Source: an optimization exercise on an open RTL-to-GDS flow (aim: small area, a short achievable clock period and few clock cycles per item). Production flows keep margins and buffers that such runs may drop. In this exercise RTL edits were held to simulation tests only and were not proved equivalent to the original.

==> inputs of exp/umber <==
Design mix_frame, start of the top module:
module mix_frame #(
    parameter NP = 16,
    parameter W  = 16
) (
    input  wire              clk,
    input  wire              rst,
    input  wire              in_valid,
    output wire              in_ready,
    input  wire              in_conf,
    input  wire              in_bypass,
    input  wire [NP-1:0]     in_contrib,
    input  wire [NP-1:0]     in_outen,
    input  wire [NP*W-1:0]   in_samples,
    output reg               out_valid,
    input  wire              out_ready,
    output wire [NP-1:0]     out_push,
    output wire [NP*W-1:0]   out_samples
);
Settings: LEC_CHECK=0, CAP_MARGIN=20, CORE_MARGIN=2, CORE_UTILIZATION=35, SLEW_MARGIN=20, SYNTH_HIERARCHICAL=1; clock period 35.0 ns.
standard.sh (not shown) runs the stock make flow with config.mk's settings and CLKGATE_MAP_FILE= SYNTH_SCRIPT=/design/flow/synth_recipe.tcl, a recipe that flattens the netlist after the stock synthesis.
==> flow/flow/run.sh <==
#!/bin/bash
set -euo pipefail
export BUFFER_PORTS_ARGS="-buffer_cell sky130_fd_sc_hd__buf_1"
bash standard.sh finish > flow_standard.log 2>&1
==> exp/raven: changes against exp/umber <==
--- a/flow/design.v
+++ b/flow/design.v
@@ -6,10 +6,52 @@
     output wire co
 );
     assign s  = a ^ b ^ c;
     assign co = (a & b) | (a & c) | (b & c);
 endmodule
+module mf_ce (
+    input  wire [15:0] contrib,
+    input  wire        bypass,
+    output wire [15:0] ce
+);
+    wire [15:0] lower_any;               
+    assign lower_any[0] = 1'b0;
+    genvar i;
+    generate
+        for (i = 1; i < 16; i = i + 1) begin : g_pre
+            assign lower_any[i] = |contrib[i-1:0];
+        end
+    endgenerate
+    assign ce = contrib & ~({16{bypass}} & lower_any);
+endmodule
+module mf_osel (
+    input  wire nb,              
+    input  wire xa, xb,          
+    input  wire ya, yb,          
+    output wire nx,
+    output wire ny
+);
+    assign nx = ~(xa | (xb & nb));
+    assign ny = ~(ya | (yb & nb));
+endmodule
+module mf_own (
+    input  wire [15:0] nu,
+    input  wire        conf,
+    input  wire        nconf,    
+    output wire [15:0] own
+);
+    assign own = {nu[15] & conf, ~(nu[14:0] | {15{nconf}})};
+endmodule
+module mf_ob0 (
+    input  wire nc,              
+    input  wire a1, a0,          
+    input  wire b1, b0,          
+    input  wire z,               
+    output wire y
+);
+    assign y = nc ? (a0 | (b0 & z)) : (a1 | (b1 & z));
+endmodule
 module mix_frame #(
     parameter NP = 16,
     parameter W  = 16
 ) (
     input  wire              clk,
@@ -25,30 +67,26 @@
     input  wire              out_ready,
     output wire [NP-1:0]     out_push,
     output wire [NP*W-1:0]   out_samples
 );
     localparam K = 4;            
-    wire [NP-1:0] lower_any;             
-    assign lower_any[0] = 1'b0;
     genvar i;
-    generate
-        for (i = 1; i < NP; i = i + 1) begin : g_pre
-            assign lower_any[i] = |in_contrib[i-1:0];
-        end
-    endgenerate
+    wire [NP-1:0] ce, ce_h;
+    mf_ce u_ce   (.contrib(in_contrib), .bypass(in_bypass), .ce(ce));
+    mf_ce u_ce_h (.contrib(in_contrib), .bypass(in_bypass), .ce(ce_h));
     wire          any     = |in_contrib;
-    wire [NP-1:0] ce      = in_contrib & ~({NP{in_bypass}} & lower_any);
     wire [NP-1:0] cself   = ce & {NP{in_conf}};
     wire [NP-1:0] push_a  = in_bypass ? (in_outen & {NP{any}} & ~cself) : in_outen;
     wire [W-1:0] nu [0:NP-1];
+    wire nconf = ~in_conf;
     wire [NP*W-1:0] own_a;
     generate
         for (i = 0; i < NP; i = i + 1) begin : g_op
             wire [W-1:0] s = in_samples[i*W +: W];
-            assign nu[i] = {s[W-1] & ce[i], ~(s[W-2:0] & {(W-1){ce[i]}})};
-            assign own_a[i*W +: W] = {nu[i][W-1] & in_conf,
-                                      ~(nu[i][W-2:0] | {(W-1){~in_conf}})};
+            assign nu[i] = {s[W-1] & ce_h[i], ~(s[W-2:8] & {(W-9){ce_h[i]}}),
+                            ~(s[7:0] & {8{ce[i]}})};
+            mf_own u_own (.nu(nu[i]), .conf(in_conf), .nconf(nconf), .own(own_a[i*W +: W]));
         end
     endgenerate
     wire ts0, tc0;
     mf_fa u_fa0 (.a(nu[0][0]), .b(nu[1][0]), .c(nu[2][0]), .s(ts0), .co(tc0));
     wire ts1, tc1;
@@ -547,19 +585,18 @@
             push_r <= push_a;
         end
     end
     assign out_push = push_r;
     wire signed [4:0] H = ~nsum_r[19:15];
-    wire pos_m1 = H >= 5'sd2;     
-    wire pos_0  = H >= 5'sd1;
-    wire pos_p1 = H >= 5'sd0;
-    wire neg_m1 = H <= -5'sd1;    
-    wire neg_0  = H <= -5'sd2;
-    wire neg_p1 = H <= -5'sd3;
-    wire lt_m1  = H <= 5'sd0;     
-    wire lt_0   = H <= -5'sd1;
-    wire lt_p1  = H <= -5'sd2;
+    wire hge2  = H >= 5'sd2;
+    wire hge1  = H >= 5'sd1;
+    wire heq1  = H == 5'sd1;
+    wire heq0  = H == 5'sd0;
+    wire heqm1 = H == -5'sd1;
+    wire heqm2 = H == -5'sd2;
+    wire hlem2 = H <= -5'sd2;
+    wire hlem3 = H <= -5'sd3;
     genvar o;
     generate
         for (o = 0; o < NP; o = o + 1) begin : g_port
             wire [W-1:K] ow  = own_r[o*(W-K) +: W-K];
             wire         o15 = ow[W-1];
@@ -571,34 +608,34 @@
             genvar b;
             for (b = K; b < 15; b = b + 1) begin : g_bit
                 mf_fa u_fa (.a(nsum_r[b]), .b(ow[b]), .c(nc[b]), .s(nd[b]), .co(nc[b+1]));
             end
             wire nb = ~nc[15];           
-            wire sp1 = o15 ? pos_p1 : pos_0;     
-            wire sp0 = o15 ? pos_0  : pos_m1;    
-            wire sn1 = o15 ? neg_p1 : neg_0;
-            wire sn0 = o15 ? neg_0  : neg_m1;
-            wire ng1 = o15 ? lt_p1  : lt_0;
-            wire ng0 = o15 ? lt_0   : lt_m1;
-            wire es1 = p & sp1;                  
-            wire es0 = p & sp0;
-            wire en1 = p & sn1;                  
-            wire en0 = p & sn0;
-            wire ed1 = p & ~sp1 & ~sn1;          
-            wire ed0 = p & ~sp0 & ~sn0;
-            wire eg1 = p & ng1;                  
-            wire eg0 = p & ng0;
-            wire es  = nb ? es1 : es0;
-            wire en  = nb ? en1 : en0;
-            wire ed  = nb ? ed1 : ed0;
-            wire eg  = nb ? eg1 : eg0;
-            wire zfix = eg & ~byp_r & (&nd[14:1]);
-            wire nes = ~es;
-            wire ned = ~ed;
+            wire nc15 = nc[15];          
+            wire tg2 = o15 ? hge1  : hge2;      
+            wire t1  = o15 ? heq0  : heq1;      
+            wire t0  = o15 ? heqm1 : heq0;      
+            wire tm1 = o15 ? heqm2 : heqm1;     
+            wire tl2 = o15 ? hlem3 : hlem2;     
+            wire nx_l, ny_l, nx_h, ny_h;
+            mf_osel u_sel_l (.nb(nb), .xa(p & tg2), .xb(p & t1),
+                             .ya(p & (t1 | t0)), .yb(p & tm1), .nx(nx_l), .ny(ny_l));
+            mf_osel u_sel_h (.nb(nb), .xa(p & tg2), .xb(p & t1),
+                             .ya(p & (t1 | t0)), .yb(p & tm1), .nx(nx_h), .ny(ny_h));
+            wire eg = (p & (tl2 | tm1)) | (p & t0 & nc15);
+            wire d0 = ~nd[0];
+            wire a1 = p & (tg2 | t1 | tl2 | (d0 & (t1 | t0 | tm1)));
+            wire a0 = p & (tg2 | tl2 | tm1 | (d0 & (t1 | t0)));
+            wire b1 = p & tm1 & ~byp_r;
+            wire b0 = p & t0 & ~byp_r;
+            wire out0;
+            mf_ob0 u_b0 (.nc(nc15), .a1(a1), .a0(a0), .b1(b1), .b0(b0),
+                         .z(&nd[14:1]), .y(out0));
             assign out_samples[o*W +: W] = {
                 eg,
-                ~({14{nes}} & ({14{ned}} | nd[14:1])),
-                es | en | (ed & (~nd[0] | zfix))
+                ~({7{nx_h}} & ({7{ny_h}} | nd[14:8])),
+                ~({7{nx_l}} & ({7{ny_l}} | nd[7:1])),
+                out0
             };
         end
     endgenerate
 endmodule
==> flow/flow/run.sh (replaced) <==
#!/bin/bash
set -euo pipefail
export BUFFER_PORTS_ARGS="-buffer_cell sky130_fd_sc_hd__buf_1"
bash standard.sh ABC_LOAD_IN_FF=1 finish > flow_standard.log 2>&1
--- a/flow/config.mk
+++ b/flow/config.mk
@@ -6,7 +6,9 @@
 export NUM_CORES = 4
 export LEC_CHECK = 0
 export CAP_MARGIN = 20
 export CORE_MARGIN = 2
 export CORE_UTILIZATION = 35
+export CTS_CLUSTER_DIAMETER = 100
+export CTS_CLUSTER_SIZE = 25
 export SLEW_MARGIN = 20
 export SYNTH_HIERARCHICAL = 1
==> metrics.cfg <==
[synthesis]
avgSynthCellArea_sq_um=11.00
synth.area.top_cells=edfxtp_1 33%, fa_1 33%, nand2_1 5.0%, o21ai_0 4.8%, nor2_1 4.0%

[route]
wl_um=128700
drt_iter0_markers=2851

[status]
status=complete, no violations

[global_routing]
gr-usage-met3=0.07128
met2_usage=0.4816
grt_pass1_vias=22960
grt_max_degree=92

[placement]
gp_congestion=1.004

[die]
taps=1050
dieArea_sq_um=81360

[clock_network]
h-tree-depth=1

[power_and_ir_drop]
ir_drop_v=0.0001459

[critical_path]
endpoint=out_samples[32]
crit_slowest_cell=edfxtp_1
r2r_end=ndlo_r[53]$_DFFE_PP_

[sta]
worst_slack_ps=20570

That was exp/raven.
==> metrics.cfg <==
[power_and_ir_drop]
ir_drop_v=0.0001848

[global_routing]
met2_usage=0.4716
grt_max_degree=165
grt_pass1_vias=23090

[synthesis]
avgSynthCellArea_sq_um=11.15
synth.area.top_cells=edfxtp_1 33%, fa_1 33%, o21ai_0 5.4%, and3_1 4.1%, nand2_1 4.1%

[status]
status=complete, no violations

[critical_path]
crit_slowest_cell=a41oi_1
endpoint=out_samples[128]

[clock_network]
h-tree-depth=2

That was exp/umber.
Testbench counts of exp/umber, summed over its fixed seeds: cycles 32,008, items 32,000.
Testbench counts of exp/raven, summed over its fixed seeds: cycles 32,008, items 32,000.

## separate check: timing with driven ports
Ports are ideal in the flow. The routed layouts listed here were re-timed in OpenROAD.
Step 1 assumes that a clkbuf_16 drives the clock port and a buf_2 every other input.
Step 2, shift: input delay + t, output delay - t, t = (earliest + latest rising clock arrival at the registers) / 2. This alone moves slack from input paths to output paths.
a / b / c = ideal / step 1 / step 2; a / b = the first two.
run	shift t [ns]	slack for setup (ns)	worst hold slack (ns)	worst setup path at the end
exp/umber	0.647	19.865 / 19.800 / 19.910	0.536 / 0.536 / 0.536	input to register
exp/raven	0.611	20.572 / 20.511 / 20.345	0.594 / 0.594 / 0.594	input to register
After both steps every run listed still meets setup and hold. The setup slack of exp/raven, which loses most, moves by -0.061 ns with the drivers and by -0.227 ns with both steps.
